This is an optimization exercise on Yosys and OpenROAD, whose aim is small area and a short achievable clock period, not a production implementation.
At most, simulation tests tie the RTL to the original design; equivalence was not proved.
Power and IR drop assume default switching activity.

==> flow/design.v <==
module robbus_engine (
    input  wire         clk,
    input  wire         ev_valid,
    input  wire [9:0]   ev,
    input  wire [7:0]   store_rdata,
    input  wire [127:0] h_reply,
    output wire         tx_valid,
    output wire [7:0]   tx_data,
    output wire         store_we,
    output wire [7:0]   store_wdata,
    output wire         h_call,
    output wire [127:0] h_arg
);
    localparam [2:0] RX_IDLE   = 3'd0;
    localparam [2:0] RX_WADDR  = 3'd1;
    localparam [2:0] RX_WGMASK = 3'd2;
    localparam [2:0] RX_WLEN   = 3'd3;
    localparam [2:0] RX_WDATA  = 3'd4;
    localparam [2:0] RX_WCSUM  = 3'd5;
    localparam [2:0] TX_IDLE  = 3'd0;
    localparam [2:0] TX_START = 3'd1;
    localparam [2:0] TX_ADDR  = 3'd2;
    localparam [2:0] TX_LEN   = 3'd3;
    localparam [2:0] TX_DATA  = 3'd4;
    reg [7:0]   addr;
    reg [2:0]   rx_state;
    reg         rx_esc;
    reg         is_svc;
    reg         is_grp;
    reg [7:0]   rx_tgt;      
    reg [7:0]   rx_len;      
    reg [7:0]   rx_idx;
    reg [511:0] bm;          
    reg [2:0]   tx_state;
    reg         tx_esc;
    reg [7:0]   tx_nsum;     
    reg [7:0]   tx_rem;      
    reg [6:0]   tx_nx;       
    reg         tx_svc;      
    reg [7:0]   tx_cur;      
    reg [7:0]   tx_out;      
    wire [7:0] buf0 = bm[7:0];
    wire [7:0] buf1 = bm[15:8];
    wire [7:0] buf2 = bm[23:16];
    wire [7:0] buf3 = bm[31:24];
    wire       ev_rx    = ev_valid & ~ev[9] & ~ev[8];
    wire       ev_tick  = ev_valid & ~ev[9] &  ev[8];
    wire       ev_reset = ev_valid &  ev[9] & ~ev[8];
    wire [7:0] b        = ev[7:0];
    wire       b_small  = (b[7:2] == 6'd0);
    wire       cls_esc  = ev_rx & ~rx_esc & b_small & (b[1:0] == 2'd0);
    wire       cls_mark = ev_rx & ~rx_esc & b_small & (b[1:0] != 2'd0);
    wire       cls_data = ev_rx & (rx_esc | ~b_small);
    wire [7:0] v        = rx_esc ? {b[7:2] - 6'd1, b[1:0]} : b;
    wire st_wdata = (rx_state == RX_WDATA);
    wire st_wcsum = (rx_state == RX_WCSUM);
    wire       tgt_ok   = rx_esc | (rx_tgt[7:2] != 6'd0);
    wire       csum_ok  = ev_rx & st_wcsum & tgt_ok & (b == rx_tgt);
    wire ca_valid  = (buf2 == addr) & (buf3 == (addr ^ buf1));
    wire svc_echo  = (buf0 == 8'h10);
    wire svc_desc  = (buf0 == 8'h11);
    wire svc_ca    = (buf0 == 8'h12) & ca_valid;
    wire h_wr      = csum_ok & ~is_svc;                  
    wire svc_wr    = csum_ok & is_svc & (svc_desc | svc_ca);
    wire do_echo   = csum_ok & is_svc & svc_echo;
    wire do_prime  = (h_wr & ~is_grp) | svc_wr | do_echo;
    assign h_call      = h_wr;
    assign store_we    = csum_ok & is_svc & svc_ca;
    assign store_wdata = buf1;
    assign h_arg       = bm[127:0];
    wire       rx_wr = cls_data & st_wdata & ~rx_idx[7] & ~rx_idx[6];
    wire [7:0] wbus  = {8{~ev[9]}} & (st_wdata ? v : 8'h10);
    genvar gk;
    generate
        for (gk = 0; gk < 64; gk = gk + 1) begin : g_buf
            wire en = ev_reset | (rx_wr & (rx_idx[5:0] == gk))
                    | ((gk < 16) ? h_wr : 1'b0)
                    | ((gk < 2) ? svc_wr : 1'b0);
            wire [7:0] d;
            if (gk < 16) begin : g_h
                assign d = h_wr ? h_reply[8*gk +: 8] : wbus;
            end else begin : g_n
                assign d = wbus;
            end
            always @(posedge clk)
                if (en) bm[8*gk +: 8] <= d;
        end
    endgenerate
    wire s_start = (tx_state == TX_START);
    wire s_addr  = (tx_state == TX_ADDR);
    wire s_len   = (tx_state == TX_LEN);
    wire s_data  = (tx_state == TX_DATA);
    wire       tx_more = (tx_rem != 8'd0);
    wire [7:0] x       = s_len ? tx_rem : (tx_more ? tx_cur : tx_nsum);
    wire       x_small = (x[7:2] == 6'd0);
    wire [7:0] x_p4    = {x[7:2] + 6'd1, x[1:0]};
    wire       x_done  = tx_esc | ~x_small;
    wire [7:0] rd_nx   = tx_nx[6] ? 8'h00 : bm[8*tx_nx[5:0] +: 8];
    wire       adv_len  = ev_tick & s_len & x_done;
    wire       adv_data = ev_tick & s_data & x_done & tx_more;
    wire [7:0] nsum_n   = tx_nsum - x;
    wire       more_n   = s_len ? tx_more : (tx_rem != 8'd1);
    wire [7:0] x_n      = more_n ? (s_len ? tx_cur : rd_nx) : nsum_n;
    wire [7:0] x_n_out  = (x_n[7:2] == 6'd0) ? 8'h00 : x_n;
    wire [3:0] h_sel    = tx_nx[3:0] - 4'd1;
    wire [7:0] h_at_tx  = h_reply[8*h_sel +: 8];
    wire       h_hit    = h_wr & ((tx_nx[6:4] == 3'd0) | (tx_nx == 7'd16));
    wire       rx_hit   = rx_wr & ({1'b0, rx_idx[5:0]} + 7'd1 == tx_nx);
    wire [7:0] cur_w    = h_hit ? h_at_tx : wbus;
    wire [7:0] cur_w_out = tx_esc ? {cur_w[7:2] + 6'd1, cur_w[1:0]}
                         : (cur_w[7:2] == 6'd0) ? 8'h00 : cur_w;
    assign tx_valid = ev_tick & (tx_state != TX_IDLE);
    assign tx_data  = tx_out;
    always @(posedge clk) begin
        if (ev_reset) begin
            addr     <= store_rdata;
            rx_state <= RX_IDLE;
            rx_esc   <= 1'b0;
            tx_state <= TX_IDLE;
            tx_esc   <= 1'b0;
        end else if (ev_rx) begin
            rx_esc <= cls_esc;
            if (cls_esc)
                rx_tgt <= rx_tgt + 8'd4;
            if (cls_mark) begin
                rx_tgt   <= 8'h00;
                is_svc   <= (b[1:0] == 2'd1);
                is_grp   <= (b[1:0] == 2'd3);
                rx_state <= RX_WADDR;
            end else if (cls_data) begin
                rx_tgt <= rx_tgt - b;
                case (rx_state)
                    RX_WADDR: begin
                        rx_len <= v ^ addr;
                        if (v[7])
                            rx_state <= RX_IDLE;
                        else if (is_grp)
                            rx_state <= RX_WGMASK;
                        else if (v == addr)
                            rx_state <= RX_WLEN;
                        else
                            rx_state <= RX_IDLE;
                    end
                    RX_WGMASK: begin
                        if ((v & rx_len) == 8'h00)
                            rx_state <= RX_WLEN;
                        else
                            rx_state <= RX_IDLE;
                    end
                    RX_WLEN: begin
                        rx_len   <= v;
                        rx_idx   <= 8'h00;
                        rx_state <= (v == 8'h00) ? RX_WCSUM : RX_WDATA;
                    end
                    RX_WDATA: begin
                        rx_idx <= rx_idx + 8'd1;
                        if (rx_idx + 8'd1 == rx_len)
                            rx_state <= RX_WCSUM;
                    end
                    RX_WCSUM: begin
                        rx_state <= RX_IDLE;
                        if (csum_ok & is_svc & svc_ca)
                            addr <= buf1;
                        if (do_prime) begin
                            tx_svc   <= is_svc;
                            tx_rem   <= ~is_svc ? 8'd16 : svc_echo ? rx_len : 8'd2;
                            tx_nx    <= 7'd1;
                            tx_nsum  <= 8'h00;
                            tx_esc   <= 1'b0;
                            tx_state <= TX_START;
                        end
                    end
                    default: ;
                endcase
            end
        end else if (ev_tick) begin
            case (tx_state)
                TX_START: tx_state <= TX_ADDR;
                TX_ADDR: begin
                    tx_nsum  <= tx_nsum - (addr | 8'h80);
                    tx_state <= TX_LEN;
                end
                TX_LEN, TX_DATA: begin
                    tx_esc <= ~x_done;
                    if (x_done) begin
                        if (s_len | tx_more)
                            tx_nsum <= nsum_n;
                        if (s_len)
                            tx_state <= TX_DATA;
                        else if (tx_more) begin
                            tx_rem <= tx_rem - 8'd1;
                            if (~(tx_nx[6] & tx_nx[0]))
                                tx_nx <= tx_nx + 7'd1;
                        end else
                            tx_state <= TX_IDLE;
                    end
                end
                default: ;
            endcase
        end
    end
    always @(posedge clk) begin
        if (adv_data)
            tx_cur <= rd_nx;
        else if (do_prime)
            tx_cur <= h_wr ? h_reply[7:0] : svc_wr ? 8'h10 : buf0;
        else if (h_hit | rx_hit)
            tx_cur <= cur_w;
    end
    always @(posedge clk) begin
        if (ev_tick) begin
            if (s_start)
                tx_out <= addr | 8'h80;
            else if (s_addr)
                tx_out <= (tx_rem[7:2] == 6'd0) ? 8'h00 : tx_rem;
            else if (~x_done)
                tx_out <= x_p4;
            else if (adv_len | adv_data)
                tx_out <= x_n_out;
        end else if (do_prime)
            tx_out <= {6'd0, ~is_svc, is_svc};
        else if ((h_hit | rx_hit) & s_data & tx_more)
            tx_out <= cur_w_out;
    end
endmodule
Settings: LEC_CHECK=0, CAP_MARGIN=20, CORE_MARGIN=2, CORE_UTILIZATION=40, CTS_BUF_LIST=sky130_fd_sc_hd__clkbuf_4 sky130_fd_sc_hd__clkbuf_8, SETUP_SLACK_MARGIN=2.6, SLEW_MARGIN=20; clock period 6.0 ns.
standard.sh (not shown) runs the stock make flow with config.mk's settings and CLKGATE_MAP_FILE= SYNTH_SCRIPT=/design/flow/synth_recipe.tcl, a recipe that flattens the netlist after the stock synthesis.
==> flow/flow/run.sh <==
#!/bin/bash
# The standard layout, with the port buffers made of the smallest buffer cell.
set -euo pipefail
export BUFFER_PORTS_ARGS="-buffer_cell sky130_fd_sc_hd__buf_1"
bash standard.sh > standard_flow.log 2>&1
Change:
--- a/flow/design.v
+++ b/flow/design.v
@@ -16,21 +16,25 @@
     localparam [2:0] RX_WGMASK = 3'd2;
     localparam [2:0] RX_WLEN   = 3'd3;
     localparam [2:0] RX_WDATA  = 3'd4;
     localparam [2:0] RX_WCSUM  = 3'd5;
-    localparam [2:0] TX_IDLE  = 3'd0;
-    localparam [2:0] TX_START = 3'd1;
-    localparam [2:0] TX_ADDR  = 3'd2;
-    localparam [2:0] TX_LEN   = 3'd3;
-    localparam [2:0] TX_DATA  = 3'd4;
+    localparam [2:0] TX_IDLE  = 3'b000;
+    localparam [2:0] TX_START = 3'b100;
+    localparam [2:0] TX_ADDR  = 3'b101;
+    localparam [2:0] TX_LEN   = 3'b110;
+    localparam [2:0] TX_DATA  = 3'b111;
     reg [7:0]   addr;
     reg [2:0]   rx_state;
     reg         rx_esc;
     reg         is_svc;
     reg         is_grp;
     reg [7:0]   rx_tgt;      
     reg [7:0]   rx_len;      
     reg [7:0]   rx_idx;
+    reg         f_h;         
+    reg         f_ca;        
+    reg         f_sw;        
+    reg         f_pr;        
     reg [511:0] bm;          
     reg [2:0]   tx_state;
     reg         tx_esc;
     reg [7:0]   tx_nsum;     
@@ -51,22 +55,18 @@
     wire       cls_esc  = ev_rx & ~rx_esc & b_small & (b[1:0] == 2'd0);
     wire       cls_mark = ev_rx & ~rx_esc & b_small & (b[1:0] != 2'd0);
     wire       cls_data = ev_rx & (rx_esc | ~b_small);
     wire [7:0] v        = rx_esc ? {b[7:2] - 6'd1, b[1:0]} : b;
+    wire st_wlen  = (rx_state == RX_WLEN);
     wire st_wdata = (rx_state == RX_WDATA);
     wire st_wcsum = (rx_state == RX_WCSUM);
-    wire       tgt_ok   = rx_esc | (rx_tgt[7:2] != 6'd0);
-    wire       csum_ok  = ev_rx & st_wcsum & tgt_ok & (b == rx_tgt);
-    wire ca_valid  = (buf2 == addr) & (buf3 == (addr ^ buf1));
-    wire svc_echo  = (buf0 == 8'h10);
-    wire svc_desc  = (buf0 == 8'h11);
-    wire svc_ca    = (buf0 == 8'h12) & ca_valid;
-    wire h_wr      = csum_ok & ~is_svc;                  
-    wire svc_wr    = csum_ok & is_svc & (svc_desc | svc_ca);
-    wire do_echo   = csum_ok & is_svc & svc_echo;
-    wire do_prime  = (h_wr & ~is_grp) | svc_wr | do_echo;
+    wire       csum_eq  = ev_rx & (b == rx_tgt);
+    wire h_wr      = csum_eq & f_h;                      
+    wire svc_wr    = csum_eq & f_sw;
+    wire do_prime  = csum_eq & f_pr;
+    wire do_ca     = csum_eq & f_ca;
     assign h_call      = h_wr;
-    assign store_we    = csum_ok & is_svc & svc_ca;
+    assign store_we    = do_ca;
     assign store_wdata = buf1;
     assign h_arg       = bm[127:0];
     wire       rx_wr = cls_data & st_wdata & ~rx_idx[7] & ~rx_idx[6];
     wire [7:0] wbus  = {8{~ev[9]}} & (st_wdata ? v : 8'h10);
@@ -85,8 +85,28 @@
             always @(posedge clk)
                 if (en) bm[8*gk +: 8] <= d;
         end
     endgenerate
+    wire [7:0] tgt_sub  = rx_tgt - b;
+    wire       ent_cs   = cls_data & ((st_wlen & (v == 8'h00))
+                                    | (st_wdata & (rx_idx + 8'd1 == rx_len)));
+    wire       stay_cs  = st_wcsum & ~ev_reset & ~cls_mark & ~cls_data;
+    wire       n_ok     = ent_cs ? (tgt_sub[7:2] != 6'd0)
+                                 : (cls_esc | rx_esc | (rx_tgt[7:2] != 6'd0));
+    wire       n_cs     = (ent_cs | stay_cs) & n_ok;
+    wire [7:0] nb0 = (rx_wr & (rx_idx[5:0] == 6'd0)) ? wbus : buf0;
+    wire [7:0] nb1 = (rx_wr & (rx_idx[5:0] == 6'd1)) ? wbus : buf1;
+    wire [7:0] nb2 = (rx_wr & (rx_idx[5:0] == 6'd2)) ? wbus : buf2;
+    wire [7:0] nb3 = (rx_wr & (rx_idx[5:0] == 6'd3)) ? wbus : buf3;
+    wire       n_echo = (nb0 == 8'h10);
+    wire       n_desc = (nb0 == 8'h11);
+    wire       n_ca   = (nb0 == 8'h12) & (nb2 == addr) & (nb3 == (addr ^ nb1));
+    always @(posedge clk) begin
+        f_h  <= n_cs & ~is_svc;
+        f_ca <= n_cs & is_svc & n_ca;
+        f_sw <= n_cs & is_svc & (n_desc | n_ca);
+        f_pr <= n_cs & (is_svc ? (n_echo | n_desc | n_ca) : ~is_grp);
+    end
     wire s_start = (tx_state == TX_START);
     wire s_addr  = (tx_state == TX_ADDR);
     wire s_len   = (tx_state == TX_LEN);
     wire s_data  = (tx_state == TX_DATA);
@@ -108,9 +128,9 @@
     wire       rx_hit   = rx_wr & ({1'b0, rx_idx[5:0]} + 7'd1 == tx_nx);
     wire [7:0] cur_w    = h_hit ? h_at_tx : wbus;
     wire [7:0] cur_w_out = tx_esc ? {cur_w[7:2] + 6'd1, cur_w[1:0]}
                          : (cur_w[7:2] == 6'd0) ? 8'h00 : cur_w;
-    assign tx_valid = ev_tick & (tx_state != TX_IDLE);
+    assign tx_valid = ev_tick & tx_state[2];
     assign tx_data  = tx_out;
     always @(posedge clk) begin
         if (ev_reset) begin
             addr     <= store_rdata;
@@ -158,13 +178,13 @@
                             rx_state <= RX_WCSUM;
                     end
                     RX_WCSUM: begin
                         rx_state <= RX_IDLE;
-                        if (csum_ok & is_svc & svc_ca)
+                        if (do_ca)
                             addr <= buf1;
                         if (do_prime) begin
                             tx_svc   <= is_svc;
-                            tx_rem   <= ~is_svc ? 8'd16 : svc_echo ? rx_len : 8'd2;
+                            tx_rem   <= ~is_svc ? 8'd16 : f_sw ? 8'd2 : rx_len;
                             tx_nx    <= 7'd1;
                             tx_nsum  <= 8'h00;
                             tx_esc   <= 1'b0;
                             tx_state <= TX_START;
Result: The new run ran to the end with no violations. Setup slack gets better by 0.30 ns. Utilization went down by 0.40 points. Sequential cell count went up by 4. Sequential power hardly moves. Design area went up by 3.3%.
Function not checked in the first run of this note: the RTL went through the layout flow alone.

[re-timing with driven ports]
The flow's constraints put no driver on any port. The routed layouts listed below were extracted and timed again, unchanged, in two steps.
Step 1: set_driving_cell puts a clkbuf_16 on clk and a buf_2 on each other input, an assumption about the parent block.
Step 2 moves the port delays by t, midway between the first and last clock arrival at a register: inputs arrive t later, outputs are due t later. That takes back most of the time a late clock gives input paths.
Three values: ideal, step 1, step 2; two values: the first two.
| run | t, ns | setup slack, ns | worst hold slack (ns) | cell pins on the clock port's net |
|---|---|---|---|---|
| the first run | 0.766 | 2.102 / 2.026 / 1.827 | 0.597 / 0.597 / 0.597 | 1 |
| the second run | 0.776 | 2.404 / 2.358 / 1.765 | 0.576 / 0.576 / 0.576 | 1 |
After both steps every run listed still meets setup and hold. The setup slack of the second run, which loses most, moves by -0.046 ns with the drivers and by -0.639 ns with both steps.
